Context: an optimization exercise on an open-source flow, tuned for small area. The choices shown serve that exercise and are no tape-out recipe.
Function was checked by simulation only, so behaviour that the tests miss may differ from the original.
The clock port is modelled as an ideal driver, which makes a skipped or thinned clock tree look cheaper than it is; a real chip needs a root buffer or a tree.
No activity file was given, so power comes from the tool's default toggle rates.

## dhtdec
module dhtdec (
    input  wire        clk,
    input  wire        rst,         
    input  wire        variant,     
    input  wire        pin_i,       
    output wire        pin_o,
    output wire        pin_oe,
    output wire        pin_pu,
    input  wire        cmd_valid,
    input  wire [3:0]  cmd_op,
    output wire [1:0]  cmd_ack,
    output wire        rsp_valid,
    output wire [63:0] rsp_data,
    output wire        done_valid,
    output wire [2:0]  done_code,
    output wire        busy
);
Settings: LEC_CHECK=0, CAP_MARGIN=20, CORE_MARGIN=2, CORE_UTILIZATION=70, PLACE_DENSITY=0.85, SLEW_MARGIN=20, SYNTH_HIERARCHICAL=1; clock period 10.0 ns.
standard.sh (not shown) runs the stock make flow with config.mk's settings and CLKGATE_MAP_FILE= SYNTH_SCRIPT=/design/flow/synth_recipe.tcl, a recipe that flattens the netlist after the stock synthesis.
==> flow/flow/run.sh <==
#!/bin/bash
# Own layout flow: the standard ORFS flow (standard.sh, with its
# standard synthesis), with these changes:
#  - ports get the smallest buffer (buf_1) instead of ORFS's pick;
#  - before clock tree synthesis, combinational cells are set to their
#    smallest size (the later timing repair sizes up where needed);
#  - the clock tree is built by flow/my_cts.tcl (one root buffer and
#    CTS_NLEAF leaf buffers over location clusters of the flip-flops) in
#    place of TritonCTS, and flow/post_cts.tcl strengthens any leaf buffer
#    whose flip-flops would see a clock slew above CTS_SLEW_TARGET (ns).
# The output of the whole flow goes to standard.log here; each ORFS step
# also keeps its own log under orfs/logs/.
set -euo pipefail
export BUFFER_PORTS_ARGS="-buffer_cell sky130_fd_sc_hd__buf_1"
export PRE_CTS_TCL="$PWD/flow/my_cts.tcl"
export POST_CTS_TCL="$PWD/flow/post_cts.tcl"
export CTS_NLEAF=8
export CTS_LEAFBUF=sky130_fd_sc_hd__clkbuf_8
export CTS_ROOTBUF=sky130_fd_sc_hd__clkbuf_16
export CTS_SLEW_TARGET=0.112
bash standard.sh > standard.log 2>&1
==> flow/flow/my_cts.tcl <==
# Sourced as PRE_CTS_TCL by ORFS's cts.tcl.
#
# 1. Combinational cells are set to their smallest drive strength (the
#    timing repair that cts.tcl and the later steps run sizes up again
#    where a path needs it).
#

set n 0
foreach inst [get_cells *] {
  set m [get_property $inst ref_name]
  if {[regexp {df|tap|buf|conb|fill|decap|diode|clkinv|dly} $m]} { continue }
  if {![regexp {^(sky130_fd_sc_hd__\w+)_([0-9]+)$} $m -> base d]} { continue }
  if {$d <= 1} { continue }
  set a [get_property [get_lib_cells */$m] area]
  foreach s {0 1} {
    set c [get_lib_cells -quiet */${base}_$s]
    if {$c ne "" && [get_property $c area] < $a} {
      replace_cell $inst $c
      incr n
      break
    }
  }
}
puts "downsize: $n cells"

set nleaf   [expr {[info exists ::env(CTS_NLEAF)] ? $::env(CTS_NLEAF) : 4}]
set leafbuf [expr {[info exists ::env(CTS_LEAFBUF)] ? $::env(CTS_LEAFBUF) : "sky130_fd_sc_hd__clkbuf_8"}]
set rootbuf [expr {[info exists ::env(CTS_ROOTBUF)] ? $::env(CTS_ROOTBUF) : ""}]

set db    [ord::get_db]
set block [ord::get_db_block]
set clk   [$block findNet clk]
$clk setSigType CLOCK

# sinks and their positions
set sinks {}
foreach it [$clk getITerms] {
  set inst [$it getInst]
  set box  [$inst getBBox]
  set x [expr {([$box xMin] + [$box xMax]) / 2.0}]
  set y [expr {([$box yMin] + [$box yMax]) / 2.0}]
  lappend sinks [list $it $x $y]
}
set n [llength $sinks]
puts "my_cts: $n clock sinks, $nleaf leaf buffers ($leafbuf)"

# clusters by recursive bisection: each set is cut across its longer side,
# in proportion to the number of leaves each part gets
proc bisect {items k} {
  if {$k <= 1} { return [list $items] }
  set xs {}; set ys {}
  foreach s $items { lappend xs [lindex $s 1]; lappend ys [lindex $s 2] }
  set xs [lsort -real $xs]; set ys [lsort -real $ys]
  set w [expr {[lindex $xs end] - [lindex $xs 0]}]
  set h [expr {[lindex $ys end] - [lindex $ys 0]}]
  set idx [expr {$w >= $h ? 1 : 2}]
  set sorted [lsort -real -index $idx $items]
  set k1 [expr {$k / 2}]
  set k2 [expr {$k - $k1}]
  set n [llength $sorted]
  set cut [expr {int(round(double($n) * $k1 / $k))}]
  return [concat [bisect [lrange $sorted 0 [expr {$cut - 1}]] $k1] \
                 [bisect [lrange $sorted $cut end] $k2]]
}
set idxd {}
set i 0
foreach s $sinks { lappend idxd [list $i [lindex $s 1] [lindex $s 2]]; incr i }
set groups [bisect $idxd $nleaf]
set assign [lrepeat $n 0]
set cx {}; set cy {}; set cnt {}
set k 0
foreach g $groups {
  set sx 0.0; set sy 0.0
  foreach s $g { lset assign [lindex $s 0] $k; set sx [expr {$sx + [lindex $s 1]}]; set sy [expr {$sy + [lindex $s 2]}] }
  lappend cx [expr {$sx / [llength $g]}]; lappend cy [expr {$sy / [llength $g]}]; lappend cnt [llength $g]
  incr k
}
puts "my_cts: cluster sizes $cnt"

# the tree
set lmaster [$db findMaster $leafbuf]
set src $clk
if {$rootbuf ne ""} {
  set rmaster [$db findMaster $rootbuf]
  set rinst [odb::dbInst_create $block $rmaster "clkbuf_root"]
  set rnet  [odb::dbNet_create $block "clknet_root"]
  $rnet setSigType CLOCK
  [$rinst findITerm A] connect $clk
  [$rinst findITerm X] connect $rnet
  set rx 0.0; set ry 0.0
  for {set k 0} {$k < $nleaf} {incr k} { set rx [expr {$rx + [lindex $cx $k]}]; set ry [expr {$ry + [lindex $cy $k]}] }
  $rinst setLocation [expr {int($rx / $nleaf)}] [expr {int($ry / $nleaf)}]
  $rinst setPlacementStatus PLACED
  set src $rnet
}
set nets {}
for {set k 0} {$k < $nleaf} {incr k} {
  set inst [odb::dbInst_create $block $lmaster "clkbuf_leaf_$k"]
  set net  [odb::dbNet_create $block "clknet_leaf_$k"]
  $net setSigType CLOCK
  lappend nets $net
  $inst setLocation [expr {int([lindex $cx $k])}] [expr {int([lindex $cy $k])}]
  $inst setPlacementStatus PLACED
}
set i 0
foreach s $sinks {
  set it [lindex $s 0]
  set net [lindex $nets [lindex $assign $i]]
  $it disconnect
  $it connect $net
  incr i
}
for {set k 0} {$k < $nleaf} {incr k} {
  set inst [$block findInst "clkbuf_leaf_$k"]
  [$inst findITerm A] connect $src
  [$inst findITerm X] connect [lindex $nets $k]
}

# skip TritonCTS; the rest of cts.tcl runs on this tree
proc clock_tree_synthesis {args} {
  puts "my_cts: TritonCTS skipped"
  set_propagated_clock [all_clocks]
}
==> flow/flow/post_cts.tcl <==
# Sourced as POST_CTS_TCL by ORFS's cts.tcl, after its legalisation and
# timing repair: a leaf clock buffer whose flip-flop clock pins would see
# too slow a slew is swapped for the next stronger clock buffer.
set limit [expr {[info exists ::env(CTS_SLEW_TARGET)] ? $::env(CTS_SLEW_TARGET) : 0.105}]
estimate_parasitics -placement
set changed 0
foreach c [get_cells clkbuf_leaf_*] {
  set x [get_pins -of_objects $c -filter "direction==output"]
  set mx 0
  foreach p [get_pins -of_objects [get_nets -of_objects $x] -filter "direction==input"] {
    set s [get_property $p slew_max]
    if {$s > $mx} { set mx $s }
  }
  if {$mx > $limit} {
    set m [get_property $c ref_name]
    set up [string map {clkbuf_8 clkbuf_16 clkbuf_4 clkbuf_8 clkbuf_2 clkbuf_4} $m]
    if {$up ne $m} {
      puts "post_cts: [get_name $c] slew [format %.3f $mx] > $limit: $m -> $up"
      replace_cell $c [get_lib_cells */$up]
      incr changed
    }
  }
}
if {$changed} {
  detailed_placement
  check_placement -verbose
  estimate_parasitics -placement
}
set mx 0
foreach p [get_pins -hierarchical */CLK] { set s [get_property $p slew_max]; if {$s > $mx} { set mx $s } }
puts "post_cts: max flip-flop clock slew [format %.3f $mx]"
The starting point produced a clean layout.
Change:
--- a/flow/flow/run.sh
+++ b/flow/flow/run.sh
@@ -17 +17 @@
-export CTS_NLEAF=8
+export CTS_NLEAF=9
@@ -20 +20 @@
-export CTS_SLEW_TARGET=0.112
+export CTS_SLEW_TARGET=0.118
Settings changed: CORE_UTILIZATION 70 to 40, PLACE_DENSITY 0.85 to 0.6.
Result: Combinational power rises by a few percent; total power shrinks slightly; utilization is lower by 31 points; via count falls by a few percent.
Change:
--- a/flow/flow/run.sh
+++ b/flow/flow/run.sh
@@ -17 +17 @@
-export CTS_NLEAF=9
+export CTS_NLEAF=8
@@ -20 +20 @@
-export CTS_SLEW_TARGET=0.118
+export CTS_SLEW_TARGET=0.112
Settings changed: CORE_UTILIZATION 40 to 55, PLACE_DENSITY 0.6 to 0.75.
After rerunning: Synthesized cell count stays the same; core utilization came out higher by 15 points; wire length goes down slightly; first-iteration DRC count rises by a quarter to a third; via count goes up by a few percent; register-to-register slack degrades by 0.16 ns; setup slack is worse by 0.16 ns.
Change:
--- a/flow/flow/run.sh
+++ b/flow/flow/run.sh
@@ -20 +20 @@
-export CTS_SLEW_TARGET=0.112
+export CTS_SLEW_TARGET=0.118
Outcome: Power is lower by a few percent. Synthesized cell count stays the same. Routed wire length hardly moves. Clock skew stays flat. Maximum frequency fell slightly.
No run of this note takes its clock network from TritonCTS; it comes from the design's own scripts or RTL.

========
Another version of the RTL of dhtdec (not shown whole).
For scale: roughly 660 cells after synthesis, roughly 150 flip-flops, ~84 I/O pins.
Settings: LEC_CHECK=0, CAP_MARGIN=5, CORE_MARGIN=2, CORE_UTILIZATION=55, PLACE_DENSITY=0.75, SLEW_MARGIN=5, SYNTH_HIERARCHICAL=1; clock period 10.0 ns.
==> flow/flow/run.sh <==
#!/bin/bash
# Own layout flow: the standard ORFS flow (standard.sh, with its
# standard synthesis), with these changes:
#  - ports get the smallest buffer (buf_1) instead of ORFS's pick;
#  - before clock tree synthesis, combinational cells are set to their
#    smallest size (the later timing repair sizes up where needed);
#  - the clock tree is built by flow/my_cts.tcl (one root buffer and
#    CTS_NLEAF leaf buffers over location clusters of the flip-flops) in
#    place of TritonCTS, and flow/post_cts.tcl strengthens any leaf buffer
#    whose flip-flops would see a clock slew above CTS_SLEW_TARGET (ns).
# The output of the whole flow goes to standard.log here; each ORFS step
# also keeps its own log under orfs/logs/.
set -euo pipefail
export BUFFER_PORTS_ARGS="-buffer_cell sky130_fd_sc_hd__buf_1"
export PRE_CTS_TCL="$PWD/flow/my_cts.tcl"
export POST_CTS_TCL="$PWD/flow/post_cts.tcl"
export CTS_NLEAF=8
export CTS_LEAFBUF=sky130_fd_sc_hd__clkbuf_8
export CTS_ROOTBUF=sky130_fd_sc_hd__clkbuf_8
export CTS_SLEW_TARGET=0.118
bash standard.sh > standard.log 2>&1
Scripts as last shown in full above: flow/flow/my_cts.tcl, flow/flow/post_cts.tcl
The starting point finished with timing, DRC and antenna clean.
==> next run, changes <==
--- a/flow/flow/run.sh
+++ b/flow/flow/run.sh
@@ -19 +19 @@
-export CTS_ROOTBUF=sky130_fd_sc_hd__clkbuf_8
+export CTS_ROOTBUF=sky130_fd_sc_hd__clkbuf_16
The changed run completed without violations.
Power increases by about 1%.
Hold slack hardly moves.
Clock skew is about the same.
Via count barely changes.
Setup slack barely changes.
Critical path depth is unchanged.
==> next run, changes <==
CAP_MARGIN = 20   (was 5)
SLEW_MARGIN = 20   (was 5)
Effect: The changed run completed without violations. Via count is about the same. Power is about the same. Critical path depth does not change. Sequential power hardly moves. Clock power is about the same. Wire length goes up by 0.31%. Cell count stays flat. Setup slack loses 0.021 ns. Register-to-register slack loses 0.02 ns.
In every run of this note, the design's own scripts or RTL, not TritonCTS, make the clock network.

========
dhtdec, a different RTL version from the one above (not shown whole).
Size in the first run: ~660 cells after synthesis, ~84 I/O pins.
Settings: LEC_CHECK=0, CAP_MARGIN=5, CORE_MARGIN=2, CORE_UTILIZATION=55, PLACE_DENSITY=0.75, SLEW_MARGIN=5, SYNTH_HIERARCHICAL=1; clock period 10.0 ns.
==> flow/flow/run.sh <==
#!/bin/bash
# Own layout flow: the standard ORFS flow (standard.sh, with its
# standard synthesis), with these changes:
#  - ports get the smallest buffer (buf_1) instead of ORFS's pick;
#  - before clock tree synthesis, combinational cells are set to their
#    smallest size (the later timing repair sizes up where needed);
#  - the clock tree is built by flow/my_cts.tcl (one root buffer and
#    CTS_NLEAF leaf buffers over location clusters of the flip-flops) in
#    place of TritonCTS, and flow/post_cts.tcl strengthens any leaf buffer
#    whose flip-flops would see a clock slew above CTS_SLEW_TARGET (ns).
# The output of the whole flow goes to standard.log here; each ORFS step
# also keeps its own log under orfs/logs/.
set -euo pipefail
export BUFFER_PORTS_ARGS="-buffer_cell sky130_fd_sc_hd__buf_1"
export PRE_CTS_TCL="$PWD/flow/my_cts.tcl"
export POST_CTS_TCL="$PWD/flow/post_cts.tcl"
export CTS_NLEAF=8
export CTS_LEAFBUF=sky130_fd_sc_hd__clkbuf_8
export CTS_ROOTBUF=sky130_fd_sc_hd__clkbuf_8
export CTS_SLEW_TARGET=0.118
bash standard.sh > standard.log 2>&1
==> flow/flow/my_cts.tcl <==
# Sourced as PRE_CTS_TCL by ORFS's cts.tcl.
#
# 1. Combinational cells are set to their smallest drive strength (the
#    timing repair that cts.tcl and the later steps run sizes up again
#    where a path needs it).
#

set n 0
foreach inst [get_cells *] {
  set m [get_property $inst ref_name]
  if {[regexp {df|tap|buf|conb|fill|decap|diode|clkinv|dly} $m]} { continue }
  if {![regexp {^(sky130_fd_sc_hd__\w+)_([0-9]+)$} $m -> base d]} { continue }
  if {$d <= 1} { continue }
  set a [get_property [get_lib_cells */$m] area]
  foreach s {0 1} {
    set c [get_lib_cells -quiet */${base}_$s]
    if {$c ne "" && [get_property $c area] < $a} {
      replace_cell $inst $c
      incr n
      break
    }
  }
}
puts "downsize: $n cells"

set nleaf   [expr {[info exists ::env(CTS_NLEAF)] ? $::env(CTS_NLEAF) : 4}]
set leafbuf [expr {[info exists ::env(CTS_LEAFBUF)] ? $::env(CTS_LEAFBUF) : "sky130_fd_sc_hd__clkbuf_8"}]
set rootbuf [expr {[info exists ::env(CTS_ROOTBUF)] ? $::env(CTS_ROOTBUF) : ""}]

set db    [ord::get_db]
set block [ord::get_db_block]
set clk   [$block findNet clk]
$clk setSigType CLOCK

# sinks and their positions
set sinks {}
foreach it [$clk getITerms] {
  set inst [$it getInst]
  set box  [$inst getBBox]
  set x [expr {([$box xMin] + [$box xMax]) / 2.0}]
  set y [expr {([$box yMin] + [$box yMax]) / 2.0}]
  lappend sinks [list $it $x $y]
}
set n [llength $sinks]
puts "my_cts: $n clock sinks, $nleaf leaf buffers ($leafbuf)"

# clusters by recursive bisection: each set is cut across its longer side,
# in proportion to the number of leaves each part gets
proc bisect {items k} {
  if {$k <= 1} { return [list $items] }
  set xs {}; set ys {}
  foreach s $items { lappend xs [lindex $s 1]; lappend ys [lindex $s 2] }
  set xs [lsort -real $xs]; set ys [lsort -real $ys]
  set w [expr {[lindex $xs end] - [lindex $xs 0]}]
  set h [expr {[lindex $ys end] - [lindex $ys 0]}]
  set idx [expr {$w >= $h ? 1 : 2}]
  set sorted [lsort -real -index $idx $items]
  set k1 [expr {$k / 2}]
  set k2 [expr {$k - $k1}]
  set n [llength $sorted]
  set cut [expr {int(round(double($n) * $k1 / $k))}]
  return [concat [bisect [lrange $sorted 0 [expr {$cut - 1}]] $k1] \
                 [bisect [lrange $sorted $cut end] $k2]]
}
set idxd {}
set i 0
foreach s $sinks { lappend idxd [list $i [lindex $s 1] [lindex $s 2]]; incr i }
set groups [bisect $idxd $nleaf]
set assign [lrepeat $n 0]
set cx {}; set cy {}; set cnt {}
set k 0
foreach g $groups {
  set sx 0.0; set sy 0.0
  foreach s $g { lset assign [lindex $s 0] $k; set sx [expr {$sx + [lindex $s 1]}]; set sy [expr {$sy + [lindex $s 2]}] }
  lappend cx [expr {$sx / [llength $g]}]; lappend cy [expr {$sy / [llength $g]}]; lappend cnt [llength $g]
  incr k
}

# refinement: balanced k-means (each cluster at most ceil(n/k) sinks) from
# the bisection's centres; kept if its worst cluster is smaller, measured
# as sinks + 0.2 per um of bounding box half-perimeter
proc worst {sinks assign nleaf} {
  set w 0
  for {set k 0} {$k < $nleaf} {incr k} {
    set xs {}; set ys {}
    set i 0
    foreach s $sinks { if {[lindex $assign $i] == $k} { lappend xs [lindex $s 1]; lappend ys [lindex $s 2] }; incr i }
    if {[llength $xs] == 0} continue
    set xs [lsort -real $xs]; set ys [lsort -real $ys]
    set m [expr {[llength $xs] + 0.2e-3 * ([lindex $xs end] - [lindex $xs 0] + [lindex $ys end] - [lindex $ys 0])}]
    if {$m > $w} { set w $m }
  }
  return $w
}
set best_assign $assign
set best_w [worst $sinks $assign $nleaf]
puts "my_cts: bisection worst cluster [format %.1f $best_w]"
set cap [expr {int(ceil(double($n) / $nleaf))}]
set kassign $assign
for {set iter 0} {$iter < 30} {incr iter} {
  set cand {}
  set i 0
  foreach s $sinks {
    set ds {}
    for {set k 0} {$k < $nleaf} {incr k} {
      lappend ds [list $k [expr {abs([lindex $s 1] - [lindex $cx $k]) + abs([lindex $s 2] - [lindex $cy $k])}]]
    }
    set ds [lsort -real -index 1 $ds]
    lappend cand [list $i $ds [expr {[lindex $ds 1 1] - [lindex $ds 0 1]}]]
    incr i
  }
  set cand [lsort -real -decreasing -index 2 $cand]
  set kc [lrepeat $nleaf 0]
  set new [lrepeat $n 0]
  foreach c $cand {
    foreach d [lindex $c 1] {
      set k [lindex $d 0]
      if {[lindex $kc $k] < $cap} { lset kc $k [expr {[lindex $kc $k] + 1}]; lset new [lindex $c 0] $k; break }
    }
  }
  set sx [lrepeat $nleaf 0.0]; set sy [lrepeat $nleaf 0.0]
  set i 0
  foreach s $sinks {
    set k [lindex $new $i]
    lset sx $k [expr {[lindex $sx $k] + [lindex $s 1]}]; lset sy $k [expr {[lindex $sy $k] + [lindex $s 2]}]
    incr i
  }
  for {set k 0} {$k < $nleaf} {incr k} {
    if {[lindex $kc $k] > 0} { lset cx $k [expr {[lindex $sx $k] / [lindex $kc $k]}]; lset cy $k [expr {[lindex $sy $k] / [lindex $kc $k]}] }
  }
  set w [worst $sinks $new $nleaf]
  if {$w < $best_w} { set best_w $w; set best_assign $new; set best_cx $cx; set best_cy $cy; set best_cnt $kc }
  if {$new eq $kassign} break
  set kassign $new
}
if {$best_assign ne $assign} {
  set assign $best_assign; set cx $best_cx; set cy $best_cy; set cnt $best_cnt
  puts "my_cts: k-means refinement kept, worst cluster [format %.1f $best_w]"
}
puts "my_cts: cluster sizes $cnt"

# the tree
set lmaster [$db findMaster $leafbuf]
set src $clk
if {$rootbuf ne ""} {
  set rmaster [$db findMaster $rootbuf]
  set rinst [odb::dbInst_create $block $rmaster "clkbuf_root"]
  set rnet  [odb::dbNet_create $block "clknet_root"]
  $rnet setSigType CLOCK
  [$rinst findITerm A] connect $clk
  [$rinst findITerm X] connect $rnet
  set rx 0.0; set ry 0.0
  for {set k 0} {$k < $nleaf} {incr k} { set rx [expr {$rx + [lindex $cx $k]}]; set ry [expr {$ry + [lindex $cy $k]}] }
  $rinst setLocation [expr {int($rx / $nleaf)}] [expr {int($ry / $nleaf)}]
  $rinst setPlacementStatus PLACED
  set src $rnet
}
set nets {}
for {set k 0} {$k < $nleaf} {incr k} {
  set inst [odb::dbInst_create $block $lmaster "clkbuf_leaf_$k"]
  set net  [odb::dbNet_create $block "clknet_leaf_$k"]
  $net setSigType CLOCK
  lappend nets $net
  $inst setLocation [expr {int([lindex $cx $k])}] [expr {int([lindex $cy $k])}]
  $inst setPlacementStatus PLACED
}
set i 0
foreach s $sinks {
  set it [lindex $s 0]
  set net [lindex $nets [lindex $assign $i]]
  $it disconnect
  $it connect $net
  incr i
}
for {set k 0} {$k < $nleaf} {incr k} {
  set inst [$block findInst "clkbuf_leaf_$k"]
  [$inst findITerm A] connect $src
  [$inst findITerm X] connect [lindex $nets $k]
}

# skip TritonCTS; the rest of cts.tcl runs on this tree
proc clock_tree_synthesis {args} {
  puts "my_cts: TritonCTS skipped"
  set_propagated_clock [all_clocks]
}
Scripts as last shown in full above: flow/flow/post_cts.tcl
==> next run, changes <==
--- a/flow/config.mk
+++ b/flow/config.mk
@@ -11 +11 @@
-export PLACE_DENSITY = 0.75
+export PLACE_DENSITY = 0.85
Flip-flop and latch count does not change.
Via count fell by 0.32%.
Register-to-register slack gains 70 ps.
Power rose by 1.2%.
Routed wire length fell by 3.3%.
Synthesized cell count does not change.
Worst hold slack loses 6.0 ps.
Final area barely changes.
Final cell count does not change.
Utilization barely changes.
Worst setup slack gains 74 ps.
==> next run, changes <==
--- a/flow/flow/my_cts.tcl
+++ b/flow/flow/my_cts.tcl
@@ -78,62 +77,0 @@
-
-# refinement: balanced k-means (each cluster at most ceil(n/k) sinks) from
-# the bisection's centres; kept if its worst cluster is smaller, measured
-# as sinks + 0.2 per um of bounding box half-perimeter
-proc worst {sinks assign nleaf} {
-  set w 0
-  for {set k 0} {$k < $nleaf} {incr k} {
-    set xs {}; set ys {}
-    set i 0
-    foreach s $sinks { if {[lindex $assign $i] == $k} { lappend xs [lindex $s 1]; lappend ys [lindex $s 2] }; incr i }
-    if {[llength $xs] == 0} continue
-    set xs [lsort -real $xs]; set ys [lsort -real $ys]
-    set m [expr {[llength $xs] + 0.2e-3 * ([lindex $xs end] - [lindex $xs 0] + [lindex $ys end] - [lindex $ys 0])}]
-    if {$m > $w} { set w $m }
-  }
-  return $w
-}
-set best_assign $assign
-set best_w [worst $sinks $assign $nleaf]
-puts "my_cts: bisection worst cluster [format %.1f $best_w]"
-set cap [expr {int(ceil(double($n) / $nleaf))}]
-set kassign $assign
-for {set iter 0} {$iter < 30} {incr iter} {
-  set cand {}
-  set i 0
-  foreach s $sinks {
-    set ds {}
-    for {set k 0} {$k < $nleaf} {incr k} {
-      lappend ds [list $k [expr {abs([lindex $s 1] - [lindex $cx $k]) + abs([lindex $s 2] - [lindex $cy $k])}]]
-    }
-    set ds [lsort -real -index 1 $ds]
-    lappend cand [list $i $ds [expr {[lindex $ds 1 1] - [lindex $ds 0 1]}]]
-    incr i
-  }
-  set cand [lsort -real -decreasing -index 2 $cand]
-  set kc [lrepeat $nleaf 0]
-  set new [lrepeat $n 0]
-  foreach c $cand {
-    foreach d [lindex $c 1] {
-      set k [lindex $d 0]
-      if {[lindex $kc $k] < $cap} { lset kc $k [expr {[lindex $kc $k] + 1}]; lset new [lindex $c 0] $k; break }
-    }
-  }
-  set sx [lrepeat $nleaf 0.0]; set sy [lrepeat $nleaf 0.0]
-  set i 0
-  foreach s $sinks {
-    set k [lindex $new $i]
-    lset sx $k [expr {[lindex $sx $k] + [lindex $s 1]}]; lset sy $k [expr {[lindex $sy $k] + [lindex $s 2]}]
-    incr i
-  }
-  for {set k 0} {$k < $nleaf} {incr k} {
-    if {[lindex $kc $k] > 0} { lset cx $k [expr {[lindex $sx $k] / [lindex $kc $k]}]; lset cy $k [expr {[lindex $sy $k] / [lindex $kc $k]}] }
-  }
-  set w [worst $sinks $new $nleaf]
-  if {$w < $best_w} { set best_w $w; set best_assign $new; set best_cx $cx; set best_cy $cy; set best_cnt $kc }
-  if {$new eq $kassign} break
-  set kassign $new
-}
-if {$best_assign ne $assign} {
-  set assign $best_assign; set cx $best_cx; set cy $best_cy; set cnt $best_cnt
-  puts "my_cts: k-means refinement kept, worst cluster [format %.1f $best_w]"
-}
--- a/flow/config.mk
+++ b/flow/config.mk
@@ -11 +11 @@
-export PLACE_DENSITY = 0.85
+export PLACE_DENSITY = 0.75
The changed run passed the timing, design-rule and antenna checks.
Synthesized area stays the same.
Setup slack gets worse by 57 ps.
First-iteration DRC count drops by about 9%.
==> next run, changes <==
--- a/flow/flow/my_cts.tcl
+++ b/flow/flow/my_cts.tcl
@@ -77,0 +78,62 @@
+
+# refinement: balanced k-means (each cluster at most ceil(n/k) sinks) from
+# the bisection's centres; kept if its worst cluster is smaller, measured
+# as sinks + 0.2 per um of bounding box half-perimeter
+proc worst {sinks assign nleaf} {
+  set w 0
+  for {set k 0} {$k < $nleaf} {incr k} {
+    set xs {}; set ys {}
+    set i 0
+    foreach s $sinks { if {[lindex $assign $i] == $k} { lappend xs [lindex $s 1]; lappend ys [lindex $s 2] }; incr i }
+    if {[llength $xs] == 0} continue
+    set xs [lsort -real $xs]; set ys [lsort -real $ys]
+    set m [expr {[llength $xs] + 0.2e-3 * ([lindex $xs end] - [lindex $xs 0] + [lindex $ys end] - [lindex $ys 0])}]
+    if {$m > $w} { set w $m }
+  }
+  return $w
+}
+set best_assign $assign
+set best_w [worst $sinks $assign $nleaf]
+puts "my_cts: bisection worst cluster [format %.1f $best_w]"
+set cap [expr {int(ceil(double($n) / $nleaf))}]
+set kassign $assign
+for {set iter 0} {$iter < 30} {incr iter} {
+  set cand {}
+  set i 0
+  foreach s $sinks {
+    set ds {}
+    for {set k 0} {$k < $nleaf} {incr k} {
+      lappend ds [list $k [expr {abs([lindex $s 1] - [lindex $cx $k]) + abs([lindex $s 2] - [lindex $cy $k])}]]
+    }
+    set ds [lsort -real -index 1 $ds]
+    lappend cand [list $i $ds [expr {[lindex $ds 1 1] - [lindex $ds 0 1]}]]
+    incr i
+  }
+  set cand [lsort -real -decreasing -index 2 $cand]
+  set kc [lrepeat $nleaf 0]
+  set new [lrepeat $n 0]
+  foreach c $cand {
+    foreach d [lindex $c 1] {
+      set k [lindex $d 0]
+      if {[lindex $kc $k] < $cap} { lset kc $k [expr {[lindex $kc $k] + 1}]; lset new [lindex $c 0] $k; break }
+    }
+  }
+  set sx [lrepeat $nleaf 0.0]; set sy [lrepeat $nleaf 0.0]
+  set i 0
+  foreach s $sinks {
+    set k [lindex $new $i]
+    lset sx $k [expr {[lindex $sx $k] + [lindex $s 1]}]; lset sy $k [expr {[lindex $sy $k] + [lindex $s 2]}]
+    incr i
+  }
+  for {set k 0} {$k < $nleaf} {incr k} {
+    if {[lindex $kc $k] > 0} { lset cx $k [expr {[lindex $sx $k] / [lindex $kc $k]}]; lset cy $k [expr {[lindex $sy $k] / [lindex $kc $k]}] }
+  }
+  set w [worst $sinks $new $nleaf]
+  if {$w < $best_w} { set best_w $w; set best_assign $new; set best_cx $cx; set best_cy $cy; set best_cnt $kc }
+  if {$new eq $kassign} break
+  set kassign $new
+}
+if {$best_assign ne $assign} {
+  set assign $best_assign; set cx $best_cx; set cy $best_cy; set cnt $best_cnt
+  puts "my_cts: k-means refinement kept, worst cluster [format %.1f $best_w]"
+}
--- a/flow/config.mk
+++ b/flow/config.mk
@@ -10,2 +10,2 @@
-export CORE_UTILIZATION = 55
-export PLACE_DENSITY = 0.75
+export CORE_UTILIZATION = 65
+export PLACE_DENSITY = 0.8
The changed run produced a clean layout.
Area after synthesis is unchanged.
Power falls by 1.1%.
Sequential power hardly moves.
Clock power came out lower by about 4%.
Worst hold slack gets better by 5.7 ps.
Critical path depth is unchanged.
Routed wire length went down by 2.9%.
No run of this note takes its clock network from TritonCTS; it comes from the design's own scripts or RTL.

separate check: timing with driven ports:
No port has a modelled driver above. Below, the same layouts with a new extraction and two added sets of constraints. Step 1, drivers: a clkbuf_16 drives clk and a buf_2 each remaining input, both assumed. Step 2, shift: input delay + t, output delay - t, t = (earliest + latest rising clock arrival at the registers) / 2. This alone moves slack from input paths to output paths. Three values: no drivers, after step 1, after step 2; two values: the first two.
run | t (ns) | setup slack, ns | worst setup path at the end | pins driven straight from the clock port
the first run of note 1 | 0.394 | 1.284 / 1.284 / 1.284 | register to register | 1
the second run of note 1 | 0.404 | 1.547 / 1.547 / 1.547 | register to register | 1
the third run of note 1 | 0.402 | 1.392 / 1.392 / 1.392 | register to register | 1
the fourth run of note 1 | 0.399 | 1.335 / 1.335 / 1.335 | register to register | 1
the first run of note 2 | 0.439 | 1.402 / 1.402 / 1.402 | register to register | 1
the second run of note 2 | 0.390 | 1.404 / 1.404 / 1.404 | register to register | 1
the third run of note 2 | 0.393 | 1.383 / 1.383 / 1.383 | register to register | 1
the first run of note 3 | 0.437 | 1.430 / 1.430 / 1.430 | register to register | 1
the second run of note 3 | 0.421 | 1.504 / 1.504 / 1.504 | register to register | 1
the third run of note 3 | 0.433 | 1.447 / 1.447 / 1.447 | register to register | 1
the fourth run of note 3 | 0.441 | 1.492 / 1.492 / 1.492 | register to register | 1
After both steps every run listed still meets setup and hold.
